Context: an optimization exercise on an open-source flow, tuned for small area, a short achievable clock period and few clock cycles per item. The choices shown serve that exercise and are no tape-out recipe. The RTL was checked by simulation tests, not by an equivalence proof against the original design. No activity file was given, so power comes from the tool's default toggle rates.

==> flow/design.v <==
module ble_sync_correlator (
    input  wire [47:0] window,    
    input  wire [31:0] aa,
    input  wire        phy2m,
    output wire        hit
);
    reg  [47:0] pattern;
    reg  [47:0] mask;
    integer k;
    always @(*) begin
        for (k = 0; k < 32; k = k + 1)
            pattern[k] = aa[31 - k];
        for (k = 32; k < 48; k = k + 1)
            pattern[k] = aa[0] ^ k[0] ^ 1'b1;
        mask = phy2m ? 48'hFFFF_FFFF_FFFF : 48'h00FF_FFFF_FFFF;
    end
    wire [47:0] diff = (window ^ pattern) & mask;
    reg [5:0] mismatches;
    integer j;
    always @(*) begin
        mismatches = 6'd0;
        for (j = 0; j < 48; j = j + 1)
            mismatches = mismatches + {5'd0, diff[j]};
    end
    assign hit = (mismatches <= 6'd4);
endmodule
module ble_whitener (
    input  wire       clk,
    input  wire       load,       
    input  wire [5:0] channel,
    input  wire       step,
    output wire       wbit
);
    reg [6:0] s;
    assign wbit = s[0];
    always @(posedge clk) begin
        if (load)
            s <= {1'b1, channel};
        else if (step)
            s <= {s[5:0], s[6] ^ s[3]};
    end
endmodule
module ble_crc24 (
    input  wire        clk,
    input  wire        load,      
    input  wire [23:0] init,
    input  wire        shift,     
    input  wire        din,
    output reg  [23:0] crc
);
    wire fb = crc[23] ^ din;
    always @(posedge clk) begin
        if (load)
            crc <= init;
        else if (shift)
            crc <= {crc[22:0], 1'b0} ^ (fb ? 24'h00065B : 24'h000000);
    end
endmodule
module ble_rx_deframer (
    input  wire        clk,
    input  wire        rst,             
    input  wire [31:0] cfg_aa,
    input  wire        cfg_phy2m,       
    input  wire [5:0]  cfg_channel,
    input  wire        cfg_whiten,
    input  wire [23:0] cfg_crc_init,
    input  wire        bit_valid,
    input  wire        bit_data,
    input  wire        bit_last,
    output wire        bit_ready,
    output reg         pdu_valid,
    output reg  [7:0]  pdu_data,
    output wire        res_valid,
    output wire [11:0] res_flags,
    output wire [15:0] res_sync_pos,
    output wire [31:0] res_aa,
    output wire [15:0] res_hdr,
    output wire [7:0]  res_pdu_len,
    output wire [23:0] res_crc,
    output wire [23:0] res_crc_rx,
    output wire [15:0] res_nbits
);
    reg         finish;         
    reg  [15:0] nbits;          
    reg  [46:0] hist;           
    reg         synced;
    reg         frame_done;     
    reg  [15:0] sync_pos;
    reg  [31:0] aa_rx;
    reg  [2:0]  bitcnt;         
    reg  [8:0]  bytecnt;        
    reg  [7:0]  byte_sr;
    reg  [7:0]  hdr0;
    reg  [7:0]  hdr1;           
    reg  [23:0] crc_rx;
    assign bit_ready = ~finish;
    wire take = bit_valid & bit_ready;
    wire [47:0] window = {hist, bit_data};
    wire        corr_hit;
    ble_sync_correlator u_corr (
        .window (window),
        .aa     (cfg_aa),
        .phy2m  (cfg_phy2m),
        .hit    (corr_hit)
    );
    wire [5:0]  lp_m1    = cfg_phy2m ? 6'd47 : 6'd39;
    wire        win_full = (nbits >= {10'd0, lp_m1});
    wire        sync_now = take & ~synced & win_full & corr_hit;
    wire wbit;
    ble_whitener u_white (
        .clk     (clk),
        .load    (sync_now),
        .channel (cfg_channel),
        .step    (take & synced & ~frame_done),
        .wbit    (wbit)
    );
    wire dbit = bit_data ^ (cfg_whiten & wbit);
    wire       in_frame  = take & synced & ~frame_done;
    wire [8:0] pdu_bytes = {1'b0, hdr1} + 9'd2;           
    wire       in_pdu    = (bytecnt < 9'd2) | (bytecnt < pdu_bytes);
    wire [23:0] crc_reg;
    ble_crc24 u_crc (
        .clk   (clk),
        .load  (sync_now),
        .init  (cfg_crc_init),
        .shift (in_frame & in_pdu),
        .din   (dbit),
        .crc   (crc_reg)
    );
    wire [7:0] byte_next = {dbit, byte_sr[7:1]};
    integer i;
    always @(posedge clk) begin
        pdu_valid <= 1'b0;
        if (rst) begin
            finish     <= 1'b0;
            nbits      <= 16'd0;
            synced     <= 1'b0;
            frame_done <= 1'b0;
        end else if (finish) begin
            finish     <= 1'b0;
            nbits      <= 16'd0;
            synced     <= 1'b0;
            frame_done <= 1'b0;
        end else if (take) begin
            nbits <= nbits + 16'd1;
            hist  <= window[46:0];
            if (bit_last)
                finish <= 1'b1;
            if (sync_now) begin
                synced   <= 1'b1;
                sync_pos <= nbits - {10'd0, lp_m1};
                for (i = 0; i < 32; i = i + 1)
                    aa_rx[i] <= window[31 - i];
                bitcnt   <= 3'd0;
                bytecnt  <= 9'd0;
            end else if (synced & ~frame_done) begin
                byte_sr <= byte_next;
                bitcnt  <= bitcnt + 3'd1;
                if (~in_pdu)
                    crc_rx <= {dbit, crc_rx[23:1]};
                if (bitcnt == 3'd7) begin
                    bytecnt <= bytecnt + 9'd1;
                    if (bytecnt == 9'd0)
                        hdr0 <= byte_next;
                    if (bytecnt == 9'd1)
                        hdr1 <= byte_next;
                    if (in_pdu) begin
                        pdu_valid <= 1'b1;
                        pdu_data  <= byte_next;
                    end
                    if (bytecnt >= 9'd2 && bytecnt == pdu_bytes + 9'd2)
                        frame_done <= 1'b1;
                end
            end
        end
    end
    wire        hdr_valid = synced & (bytecnt >= 9'd2);
    reg  [23:0] crc_calc;
    always @(*) begin
        for (i = 0; i < 24; i = i + 1)
            crc_calc[i] = crc_reg[23 - i];
    end
    wire        crc_ok  = frame_done & (crc_calc == crc_rx);
    wire [3:0]  exit_st = ~synced ? 4'd7 : (frame_done ? 4'd10 : 4'd9);
    assign res_valid    = finish;
    assign res_flags    = {exit_st, 4'b0000, hdr_valid, synced, crc_ok, crc_ok};
    assign res_sync_pos = synced ? sync_pos : 16'd0;
    assign res_aa       = synced ? aa_rx : 32'd0;
    assign res_hdr      = hdr_valid ? {hdr1, hdr0} : 16'd0;
    assign res_pdu_len  = frame_done ? hdr1 : (hdr_valid ? 8'd2 : 8'd0);
    assign res_crc      = frame_done ? crc_calc : 24'd0;
    assign res_crc_rx   = frame_done ? crc_rx : 24'd0;
    assign res_nbits    = nbits;
endmodule
==> flow/run.sh <==
#!/bin/bash
# synth_recipe.tcl (not shown) runs the flow's synth.tcl, then flattens the netlist and writes it again
# the make line also repeats each setting of config.mk as NAME=value (left out here)
make -C /OpenROAD-flow-scripts/flow DESIGN_CONFIG=/design/flow/config.mk WORK_HOME=/design/flow/orfs CLKGATE_MAP_FILE= SYNTH_SCRIPT=/design/flow/synth_recipe.tcl finish
==> flow/config.mk <==
export PLATFORM = sky130hd
export DESIGN_NAME = ble_rx_deframer
export DESIGN_NICKNAME = ble_rx_deframer
export VERILOG_FILES = /design/flow/design.v
export SDC_FILE = /design/flow/constraint.sdc
export NUM_CORES = 4
export LEC_CHECK = 0
export CAP_MARGIN = 20
export CORE_MARGIN = 2
export CORE_UTILIZATION = 40
export PLACE_DENSITY = 0.6
export SLEW_MARGIN = 20
==> flow/constraint.sdc <==
create_clock -name core_clock -period 8.5 [get_ports {clk}]
set_input_delay 1.7000 -clock core_clock [delete_from_list [all_inputs] [get_ports {clk}]]
set_output_delay 1.7000 -clock core_clock [all_outputs]
set_load 0.01 [all_outputs]
==> flow_metrics.env <==
export IMPL_cap_violations=0
export IMPL_postCtsSetupRepairBufs=0
export IMPL_synth_xor_area_share_pct=10.2
export IMPL_crit_path_frequent_cell="fa_1"
export IMPL_avgSynthCellArea_um2=12.3
export IMPL_holdCritPathClass="flop to flop"
export IMPL_synth_warnings=4
export IMPL_dp_slack_ns=-0.112
export IMPL_first_global_vias=7422
export IMPL_final_cell_area_mm2=0.0147
export IMPL_synth_compound_area_share_pct=3.16
export IMPL_final_nets=1272
export IMPL_crit_chain="clkdlybuf4s50_1 > xor2_1 > ha_1 > inv_1 > fa_1 > fa_1 > fa_1 > fa_1 > fa_1 > fa_1 > fa_1 > fa_1 > fa_1 > xor2_1 > a21oi_1 > nor4b_4 > o211ai_4 > buf_4 > nor2_1 > a21oi_2"
export IMPL_finalCritPeriodShare_pct=94.5
export IMPL_drive_gt1_share_pct=7.19
export IMPL_htreeDepth=1
export IMPL_netlist_instances=915
export IMPL_io_buffers=223
export IMPL_muxShareOfSynthArea_pct=0.268
export IMPL_dpl_hpwl_um=19700
export IMPL_wl_per_cell_um=17.3
export IMPL_path_max_fanout=17
export IMPL_cts_sinks=213
export IMPL_largestRegisters="hist (47), aa_rx (32)"
export IMPL_ir_worst_vdd_mv=0.480
export IMPL_grt_overflow_total=0
export IMPL_cts_path_max_buffers=3
export IMPL_drc_errors=0
export IMPL_p_clk_share_pct=26.8
export IMPL_die_h_um=171
export IMPL_initial_utilization_pct=40.5
export IMPL_synth_most_common_cell="edfxtp_1"
export IMPL_synthArstFlopShare_pct=0
export IMPL_yosys_top_cells_area="edfxtp_1 51%, and2_1 7.1%, fa_1 7.0%, xnor2_1 5.2%, xor2_1 5.0%"
export IMPL_status="complete, no violations"
export IMPL_max_freq_ghz=0.124
export IMPL_vias=7195
export IMPL_synthTopCellsByCount="192 x edfxtp_1, 127 x and2_1, 101 x nand2_1"
export IMPL_arrival_ns=8.30
export IMPL_numCtsBuffers=25
export IMPL_cts_hold_buf=0
export IMPL_yosysSeqAreaShare_pct=55.1
export IMPL_p_leak_nw=5.39
export IMPL_ios=228
export IMPL_antenna_found_initial=1
export IMPL_worst_slack_ns=0.468
export IMPL_fp_dieW_um=171
export IMPL_fin_skew_ns=0.0161
export IMPL_cp_end_kind="flop"
export IMPL_p_switching_mw=1.36
export IMPL_cts_tree="built"
export IMPL_cts_root_buf="clkbuf_16"
export IMPL_rsz0062_at_grt="no"
export IMPL_timing_slew_headroom_pct=38.3
export IMPL_grt_pass1_wl_um=41000
export IMPL_ant_nets=0
export IMPL_yosys_cell_types_count=59
export IMPL_critPathRequiredTime_ns=8.77
export IMPL_synth_ff_type="edfxtp_1"
export IMPL_max_stage_delay_ns=0.53
export IMPL_synth_area_leader_cell="edfxtp_1"
export IMPL_worst_slew_pin_slew_ns=0.919
export IMPL_clk_pin_slew_ns=0.06
export IMPL_synthAdderAreaFrac_pct=10.1
export IMPL_combPwrFrac_pct=43.5
export IMPL_power_density_mw_per_mm2=265
export IMPL_power_share_sequential_pct=29.7
export IMPL_grt_usage_pct=18.2
export IMPL_area_growth_pct=30.7
export IMPL_cts_resized=0
export IMPL_min_period_ns=8.03
export IMPL_setup_viol=0
export IMPL_synth_edf_count=192
export IMPL_synth_top_area_share_pct=51.4
export IMPL_internal_power_mw=2.52
export IMPL_via_per_inst=4.70
export IMPL_regMostFlops="hist"
export IMPL_dr_pass1_iters=4
export IMPL_crit_type="primary input to flop"
export IMPL_rows=61
export IMPL_placed_area_mm2=0.0139
export IMPL_final_hold_viol_count=0
export IMPL_cp_top_family="adder cells"
export IMPL_wirelength_um=26500
export IMPL_synth_seq_cells=213
export IMPL_critPathSlowestCell="fa_1"
export IMPL_crit_buf_inv=3
export IMPL_swShare_pct=35.1
export IMPL_antenna_cells=0
export IMPL_drtIter0Drc=426
export IMPL_largest_register_ff_count=47
export IMPL_start_kind="primary input"
export IMPL_grt_max_degree=56
export IMPL_netlist_area_mm2=0.0112
export IMPL_synth_top_family_by_area="simple AND/OR/NAND/NOR gates"
export IMPL_dieArea_mm2=0.0294
export IMPL_place_gp_congestion=0.824
export IMPL_coreArea_mm2=0.0277
export IMPL_insertion_delay_ns=0.53
export IMPL_yosys_area_share_simple_pct=16.8
export IMPL_slew_violations=0
## kinds of logic (layout without fill, tap and decap cells)
kind of cell / Yosys count / count (layout)
simple gates: 354 / 354
flops: 213 / 213
xor+xnor: 131 / 131
buf+inv: 98 / 334
fa+ha+maj: 67 / 67
compound gates: 48 / 48
mux: 3 / 3
other cells: 1 / 4
## layout make-up
class / count / area [µm²]
Clock buffer: 32 / 672
Clock inverter: 13 / 121
Fill cell: 2470 / 13000
Inverter: 49 / 184
Multi-Input combinational cell: 607 / 4580
Sequential cell: 213 / 6190
Tap cell: 378 / 473
Timing Repair Buffer: 240 / 2450
## power groups by stage
stage | logic, mW | registers [mW] | clock network [mW]
finish | 1.69 | 1.15 | 1.04
CTS | 1.74 | 1.15 | 1.07
detailed placement | 1.72 | 1.18 | 0
global placement | 1.67 | 1.18 | 0
global route | 1.99 | 1.16 | 1.11
floorplan | 1.36 | 1.17 | 0
## metal layers
layer / vias up / GRT usage (%) / routed length (µm)
met5: - / 0 / 13
met4: 2 / 4.09 / 470
met3: 32 / 3.08 / 1460
met2: 169 / 31.0 / 13000
met1: 3493 / 24.4 / 11600
li1: 3499 / - / -
## stage by stage
stage                     cells  setup TNS, ns  power, mW  hold slack (ns)  util (%)
after floorplan             918              0       2.53            0.433         -
after global placement     1487          -1.78       2.85            0.452      50.1
after detailed placement   1487          -5.14       2.90            0.453      50.1
after CTS                  1532              0       3.96            0.468      52.9
after global routing       1532              0       4.26            0.490      52.9
final                      1532              0       3.89            0.464      52.9
## worst paths after layout
path,end,cells past startpoint,slack (ns),from
setup / recovery,u_crc.crc[4],20,0.47,bit_data
hold / removal,u_white.s[6],2,0.46,u_white.s[5]
setup reg to reg,u_crc.crc[4],19,1.59,hist[0]
hold reg to reg,u_white.s[6],2,0.46,u_white.s[5]
## worst register-to-register path, delay by kind of cell (launching register included)
family	cells	cell delay (ns)
XOR/XNOR	2	0.32
buffers and inverters	2	0.31
AO/OA/AOI/OAI	3	0.32
AND/OR/NAND/NOR	2	0.42
adder cells (fa/ha/maj)	10	4.82
flip-flops	1	0.46
## cells in the final DEF, fill, tap and decap left out, drive strengths merged, types with 8 or more instances in the layout
master and n:
a21oi 14, and2 130, buf 17, clkbuf 32, clkdlybuf4s50 223, clkinv 10, dfxtp 21, edfxtp 192
fa 39, ha 28, inv 50, nand2 101, nand3 20, nor2 49, nor3 8, o21ai 16
xnor2 67, xor2 64
Testbench counts, summed over its fixed seeds: cycles 147,127, bits 146,743.

==> what the ideal ports hide <==
Ports are ideal in the flow. The routed layout listed here was re-timed in OpenROAD.
Step 1 sets driving cells, clkbuf_16 on the clock port and buf_2 on the other inputs (assumed; they add their load-dependent delay and slew).
Step 2 times the ports against the registers' clock, not the clock port: input delays grow and output delays shrink by t, the midpoint of the rising clock arrivals with the driver on.
a / b / c = ideal / step 1 / step 2; a / b = the first two.
t (ns): 0.567
setup WS [ns]: 0.468 / 0.494 / -0.073
worst setup path after step 2: input to register
clock arrival spread, ns: 0.016 / 0.016
With both steps, setup timing fails in this run, where it was met with ideal ports. The setup slack of this run moves by +0.026 ns with the drivers and by -0.541 ns with both steps.
